Source: an optimization exercise on an open RTL-to-GDS flow (aim: small area). Production flows keep margins and buffers that such runs may drop.
Only simulation tests tie the RTL to the original design; equivalence was not proved.
Power and IR drop assume default switching activity.

run 1:
==> flow/design.v <==
module hba_echo_handler #(
    parameter LEN_W  = 5,
    parameter RLEN_W = 6
) (
    input  wire [LEN_W-1:0]  msg_len,
    output wire              has_reply,
    output wire [RLEN_W-1:0] reply_len
);
    assign has_reply = 1'b1;
    assign reply_len = {msg_len, 1'b0};
endmodule
module hba_regfront (
    input  wire        clk,
    input  wire        rst_n,
    input  wire        msix_avail,    
    input  wire        req_valid,
    input  wire        req_write,
    input  wire [1:0]  req_win,       
    input  wire [3:0]  req_size,      
    input  wire [15:0] req_addr,
    input  wire [31:0] req_wdata,
    output wire        rsp_valid,
    output wire [31:0] rsp_rdata,
    output wire        irq_line,
    output wire        msix_notify,
    output wire        transport_reset,
    output wire        viol_valid,
    output wire [3:0]  viol_code
);
    localparam MSG_WORDS = 31;
    localparam [1:0] S_NONE = 2'd0, S_WRITE = 2'd1, S_READ = 2'd2;
    localparam [3:0] V_PV_WIDTH            = 4'd1;
    localparam [3:0] V_PV_KEY              = 4'd2;
    localparam [3:0] V_PV_DB_INDEX         = 4'd3;
    localparam [3:0] V_PV_DB_WRITE_IN_READ = 4'd4;
    localparam [3:0] V_UA_UNKNOWN_OFFSET   = 4'd5;
    localparam [3:0] V_UA_UNIMPLEMENTED    = 4'd6;
    localparam [3:0] V_UA_DIAG_WINDOW      = 4'd7;
    localparam [3:0] V_UA_DB_FUNCTION      = 4'd8;
    localparam [3:0] V_UA_WO_READ          = 4'd9;
    localparam [3:0] R_DB     = 4'd10;    
    localparam [3:0] R_DBDATA = 4'd11;    
    localparam [3:0] R_DIAG   = 4'd12;
    localparam [3:0] R_ISTS   = 4'd13;
    localparam [3:0] R_IMASK  = 4'd14;
    localparam [3:0] R_HCB    = 4'd15;
    localparam [3:0] W_MSIX   = 4'd13;
    localparam [3:0] W_TRESET = 4'd14;
    reg        msix_inuse;
    reg        ist0;           
    reg [2:0]  imask;          
    reg [1:0]  dbstate;
    reg [4:0]  cap;            
    reg [5:0]  cnt;            
    reg [31:0] chain [0:MSG_WORDS-1];
    reg [2:0]  progress;       
    reg [31:0] hcbsize;
    reg        rv;
    reg [3:0]  ev;
    wire diag_we = (progress == 3'd6);
    wire bad_width = (req_size != 4'd4) || (req_addr[1:0] != 2'b00);
    wire in_diag   = req_win[1];
    wire io_range  = (req_win == 2'd1) && (req_addr[15:8] != 8'h00);
    wire hi_zero   = (req_addr[15:8] == 8'h00);
    wire a_db      = hi_zero && (req_addr[7:0] == 8'h00);
    wire a_wrseq   = hi_zero && (req_addr[7:0] == 8'h04);
    wire a_diag    = hi_zero && (req_addr[7:0] == 8'h08);
    wire a_ists    = hi_zero && (req_addr[7:0] == 8'h30);
    wire a_imask   = hi_zero && (req_addr[7:0] == 8'h34);
    wire a_hcb     = hi_zero && (req_addr[7:0] == 8'h74);
    wire a_any     = a_db || a_wrseq || a_diag || a_ists || a_imask || a_hcb;
    reg  is_unimpl;
    always @(*) begin
        case (req_addr[7:0])
            8'h38, 8'h3C, 8'h48, 8'h6C, 8'h78, 8'h7C,
            8'hB0, 8'hB4, 8'hB8, 8'hBC, 8'hC0, 8'hC4:
                is_unimpl = hi_zero;
            default:
                is_unimpl = 1'b0;
        endcase
    end
    wire [3:0] wr_key = req_wdata[3:0];
    wire       fn_mur = (req_wdata[31:24] == 8'h40);
    wire       fn_hs  = (req_wdata[31:24] == 8'h42);
    reg [3:0] exp_key;
    always @(*) begin
        case (progress)
            3'd0: exp_key = 4'hF;
            3'd1: exp_key = 4'h4;
            3'd2: exp_key = 4'hB;
            3'd3: exp_key = 4'h2;
            3'd4: exp_key = 4'h7;
            default: exp_key = 4'hD;
        endcase
    end
    wire [5:0] cnt_inc   = cnt + 6'd1;
    wire       cap_zero  = (cap == 5'd0);
    wire       last_word = (cnt_inc[4:0] == cap);
    wire       all_read  = (cnt == {cap, 1'b0});
    reg        n_ist0;
    reg [2:0]  n_imask;
    reg [1:0]  n_dbstate;
    reg [4:0]  n_cap;
    reg [5:0]  n_cnt;
    reg [2:0]  n_progress;
    reg [31:0] n_hcbsize;
    reg        do_append;
    reg        do_rshift;      
    reg        do_eval;
    reg        do_soft;
    reg [3:0]  n_ev;
    always @(*) begin
        n_ist0     = ist0;
        n_imask    = imask;
        n_dbstate  = dbstate;
        n_cap      = cap;
        n_cnt      = cnt;
        n_progress = progress;
        n_hcbsize  = hcbsize;
        do_append  = 1'b0;
        do_rshift  = 1'b0;
        do_eval    = 1'b0;
        do_soft    = 1'b0;
        n_ev       = 4'd0;
        if (req_valid) begin
            if (bad_width) begin
                n_ev = V_PV_WIDTH;
            end else if (in_diag) begin
                n_ev = V_UA_DIAG_WINDOW;
            end else if (!a_any || io_range) begin
                n_ev = (is_unimpl && !io_range) ? V_UA_UNIMPLEMENTED
                                                : V_UA_UNKNOWN_OFFSET;
            end else if (!req_write) begin
                if (a_db) begin
                    n_ev = R_DB;
                    if (dbstate == S_READ && !all_read) begin
                        n_ev      = R_DBDATA;
                        n_cnt     = cnt_inc;
                        do_rshift = !cnt[0] && (cnt != 6'd0);
                    end
                end else if (a_wrseq) begin
                    n_ev = V_UA_WO_READ;
                end else if (a_diag) begin
                    n_ev = R_DIAG;
                end else if (a_ists) begin
                    n_ev = R_ISTS;
                end else if (a_imask) begin
                    n_ev = R_IMASK;
                end else begin
                    n_ev = R_HCB;
                end
            end else begin
                if (a_db) begin
                    if (fn_mur) begin
                        do_soft = 1'b1;
                    end else begin
                        case (dbstate)
                            S_WRITE: begin
                                if (!cap_zero) begin
                                    do_append = 1'b1;
                                    n_cnt     = cnt_inc;
                                    if (last_word) begin
                                        n_cnt     = 6'd0;
                                        n_dbstate = S_READ;
                                        n_ist0    = 1'b1;
                                        do_eval   = 1'b1;
                                    end
                                end else begin
                                    n_ev      = V_PV_DB_INDEX;
                                    n_dbstate = S_NONE;
                                end
                            end
                            S_READ: begin
                                n_ev = V_PV_DB_WRITE_IN_READ;
                            end
                            default: begin
                                if (fn_hs) begin
                                    n_dbstate = S_WRITE;
                                    n_cap     = req_wdata[20:16];
                                    n_cnt     = 6'd0;
                                    n_ist0    = 1'b1;
                                    do_eval   = 1'b1;
                                end else begin
                                    n_ev = V_UA_DB_FUNCTION;
                                end
                            end
                        endcase
                    end
                end else if (a_wrseq) begin
                    if (wr_key == 4'h0) begin
                        n_progress = 3'd0;
                    end else if (!diag_we && wr_key == exp_key) begin
                        n_progress = progress + 3'd1;
                    end else begin
                        n_ev       = V_PV_KEY;
                        n_progress = 3'd0;
                    end
                end else if (a_diag) begin
                    if (diag_we && req_wdata[2]) begin
                        do_soft    = 1'b1;
                        n_progress = 3'd0;
                        n_hcbsize  = 32'h0001_0000;
                    end
                end else if (a_ists) begin
                    if (dbstate != S_READ) begin
                        n_ist0 = 1'b0;
                    end else if (all_read) begin
                        n_dbstate = S_NONE;
                        n_ist0    = 1'b0;
                    end
                    do_eval = 1'b1;
                end else if (a_imask) begin
                    n_imask = {req_wdata[30], req_wdata[3], req_wdata[0]};
                    do_eval = 1'b1;
                end else begin
                    n_hcbsize = req_wdata;
                end
                if (do_eval && msix_inuse && n_ist0 && !n_imask[0])
                    n_ev = W_MSIX;
            end
            if (do_soft) begin
                n_ist0    = 1'b0;
                n_dbstate = S_NONE;
                do_append = 1'b0;
                n_ev      = W_TRESET;
            end
        end
    end
    always @(posedge clk) begin
        if (!rst_n) begin
            msix_inuse <= msix_avail;
            ist0       <= 1'b0;
            imask      <= 3'b111;
            dbstate    <= S_NONE;
            progress   <= 3'd0;
            hcbsize    <= 32'h0001_0000;
            rv         <= 1'b0;
            ev         <= 4'd0;
        end else begin
            ist0       <= n_ist0;
            imask      <= n_imask;
            dbstate    <= n_dbstate;
            progress   <= n_progress;
            hcbsize    <= n_hcbsize;
            rv         <= req_valid && !req_write;
            ev         <= n_ev;
        end
    end
    always @(posedge clk) begin
        cap   <= n_cap;
        cnt   <= n_cnt;
    end
    wire       en15  = cap[4];
    wire       head1 = cap[4] ^ cap[0];           
    wire [2:0] rem   = (cap[4] | cap[0]) ? cap[3:1] : cap[3:1] - 3'd1;
    wire [31:0] s3 = en15   ? chain[16] : req_wdata;
    wire [31:0] s2 = rem[2] ? chain[8]  : s3;
    wire [31:0] s1 = rem[1] ? chain[4]  : s2;
    wire [31:0] s0 = rem[0] ? chain[2]  : s1;
    wire shift = rst_n && (do_append || do_rshift);
    integer k;
    always @(posedge clk) begin
        if (shift) begin
            for (k = 0; k < MSG_WORDS - 1; k = k + 1)
                chain[k] <= chain[k + 1];
            chain[30] <= req_wdata;
            chain[15] <= s3;
            chain[7]  <= s2;
            chain[3]  <= s1;
            chain[1]  <= s0;
        end
    end
    wire [31:0] rword = head1 ? chain[1] : chain[0];
    wire [15:0] rhalf = cnt[0] ? rword[15:0] : rword[31:16];
    wire r_db     = rv && (ev == R_DB);
    wire r_dbdata = rv && (ev == R_DBDATA);
    wire r_diag   = rv && (ev == R_DIAG);
    wire r_ists   = rv && (ev == R_ISTS);
    wire r_imask  = rv && (ev == R_IMASK);
    wire r_hcb    = rv && (ev == R_HCB);
    assign rsp_valid = rv;
    assign rsp_rdata =
          ({32{r_db}}     & ((dbstate == S_NONE) ? 32'h0000_0001 : 32'h0800_0000))
        | ({32{r_dbdata}} & {16'h0800, rhalf})
        | ({32{r_diag}}   & {24'd0, diag_we, 7'd0})
        | ({32{r_ists}}   & {31'd0, ist0})
        | ({32{r_imask}}  & {1'b0, imask[2], 26'd0, imask[1], 2'b00, imask[0]})
        | ({32{r_hcb}}    & hcbsize);
    assign irq_line        = !msix_inuse && ist0 && !imask[0];
    assign msix_notify     = !rv && (ev == W_MSIX);
    assign transport_reset = !rv && (ev == W_TRESET);
    assign viol_valid      = (ev != 4'd0) && (ev <= 4'd9);
    assign viol_code       = viol_valid ? ev : 4'd0;
endmodule
==> flow/config.mk <==
export PLATFORM = sky130hd
export DESIGN_NAME = hba_regfront
export DESIGN_NICKNAME = hba_regfront
export VERILOG_FILES = /design/flow/design.v
export SDC_FILE = /design/flow/constraint.sdc
export NUM_CORES = 4
export LEC_CHECK = 0
export CAP_MARGIN = 20
export CORE_MARGIN = 2
export CORE_UTILIZATION = 80
export CTS_BUF_LIST = sky130_fd_sc_hd__clkbuf_8
export CTS_CLUSTER_DIAMETER = 40
export CTS_CLUSTER_SIZE = 14
export PLACE_DENSITY = 0.85
export SLEW_MARGIN = 20
==> flow/constraint.sdc <==
create_clock -name core_clock -period 10.0 [get_ports {clk}]
set_input_delay 2.0000 -clock core_clock [delete_from_list [all_inputs] [get_ports {clk}]]
set_output_delay 2.0000 -clock core_clock [all_outputs]
set_load 0.01 [all_outputs]
run.sh (not shown) runs the stock make flow with config.mk's settings and CLKGATE_MAP_FILE= SYNTH_SCRIPT=/design/flow/synth_recipe.tcl, a recipe that flattens the netlist after the stock synthesis.
Relative to run 1, the following input files were edited for run 2:
Settings: a deleted CTS_CLUSTER_DIAMETER that had been 40; a change of CORE_UTILIZATION from 80 to 75; a deleted CTS_CLUSTER_SIZE that had been 14; a deleted CTS_BUF_LIST that had been sky130_fd_sc_hd__clkbuf_8.
==> flow/flow/run.sh (new file) <==
#!/bin/bash
# The standard layout (standard.sh, with its unchanged synthesis), with two
# changes: the port buffers are the smallest buffer cell instead of the
# default clkdlybuf4s50_1, and clock tree synthesis clusters the registers
# into groups driven by clkbuf_8 without adding dummy loads.
set -euo pipefail
export BUFFER_PORTS_ARGS="-buffer_cell sky130_fd_sc_hd__buf_1"
export CTS_ARGS="-sink_clustering_enable -repair_clock_nets -dont_use_dummy_load -sink_clustering_size 19 -sink_clustering_max_diameter 55 -buf_list sky130_fd_sc_hd__clkbuf_8"
bash standard.sh finish > standard.log 2>&1
==> flow/standard.sh (new file) <==
#!/bin/bash
# synth_recipe.tcl (not shown) runs the flow's synth.tcl, then flattens the netlist and writes it again
# the make line also repeats each setting of config.mk as NAME=value (left out here)
make -C /OpenROAD-flow-scripts/flow DESIGN_CONFIG=/design/flow/config.mk WORK_HOME=/design/flow/orfs CLKGATE_MAP_FILE= SYNTH_SCRIPT=/design/flow/synth_recipe.tcl "${@:-finish}"
removed: flow/run.sh
Findings:
Compared with run 1, in run 2 global-route wire length before repair shows a reduction of 17 mm; initial cell density of the core went down by 4.5 points; worst slew margin relative to its limit rose by 3.3 points; met2 routed wirelength lost 21%; leakage power of the design fell 7.5%.
Run 1 has a higher routed wire length than run 2.
Critical-path cell with the highest stage delay = sky130_fd_sc_hd__buf_12: run 2; critical-path cell with the highest stage delay = sky130_fd_sc_hd__buf_4: run 1
Sequential share of layout area, run 2 and run 1, higher one = run 2.
## Diff of input files: run 3 against run 2
Settings: putting CTS_BUF_LIST at sky130_fd_sc_hd__clkbuf_8 sky130_fd_sc_hd__clkbuf_16 where nothing was set; putting CTS_CLUSTER_SIZE at 20 where nothing was set; putting CTS_CLUSTER_DIAMETER at 50 where nothing was set; swapping 75 for 80 in CORE_UTILIZATION.
==> flow/run.sh (new file) <==
#!/bin/bash
# synth_recipe.tcl (not shown) runs the flow's synth.tcl, then flattens the netlist and writes it again
# the make line also repeats each setting of config.mk as NAME=value (left out here)
make -C /OpenROAD-flow-scripts/flow DESIGN_CONFIG=/design/flow/config.mk WORK_HOME=/design/flow/orfs CLKGATE_MAP_FILE= SYNTH_SCRIPT=/design/flow/synth_recipe.tcl finish
removed: flow/flow/run.sh
removed: flow/standard.sh
Results
- Run 3: it failed with a tool error in global routing (5_1_grt), so there are no final results.
- Run 2 → run 3: synthesized cell count barely changed, total cell area at the placement stage increased by 1.7% relative to the old numbers.
- Die boundary height in run 3 is about 3% below run 2.
- In the flow results for run 2 and run 3, the placed wire-length estimate is smaller on run 2.
- For area fraction in and, or, nand and nor cells after synthesis, run 2 and run 3 come out practically identical.
- Delta (run 3 minus run 2): initial cell density of the core increased 4.5 points; total standard cell area after synthesis now sits at about the same level.
- Comparing run 2 and run 3, the higher routability congestion estimate was measured on run 3.

[what the ideal ports hide]
How much do the figures lean on ideal ports? The routed layouts below were timed once more, with nothing changed but the port constraints.
Step 1: set_driving_cell puts a clkbuf_16 on clk and a buf_2 on each other input, an assumption about the parent block.
Step 2 adds t to the input delays and takes it off the output delays; t is the mean of the earliest and latest rising clock arrival at the registers after step 1. Input paths then give back, and output paths get back, about the clock's delay inside the block.
Three values: no drivers, after step 1, after step 2; two values: the first two.
run	t (ns)	slack for setup (ns)	hold WS [ns]	latest minus earliest clock arrival (ns)	cell pins on the clock port's net
run 1	0.778	4.459 / 4.492 / 3.713	0.399 / 0.399 / 0.399	0.063 / 0.063	1
run 2	0.677	4.723 / 4.758 / 4.081	0.371 / 0.371 / 0.371	0.087 / 0.086	1
After both steps every run listed still meets setup and hold. The setup slack of run 1, which loses most, moves by +0.033 ns with the drivers and by -0.746 ns with both steps.
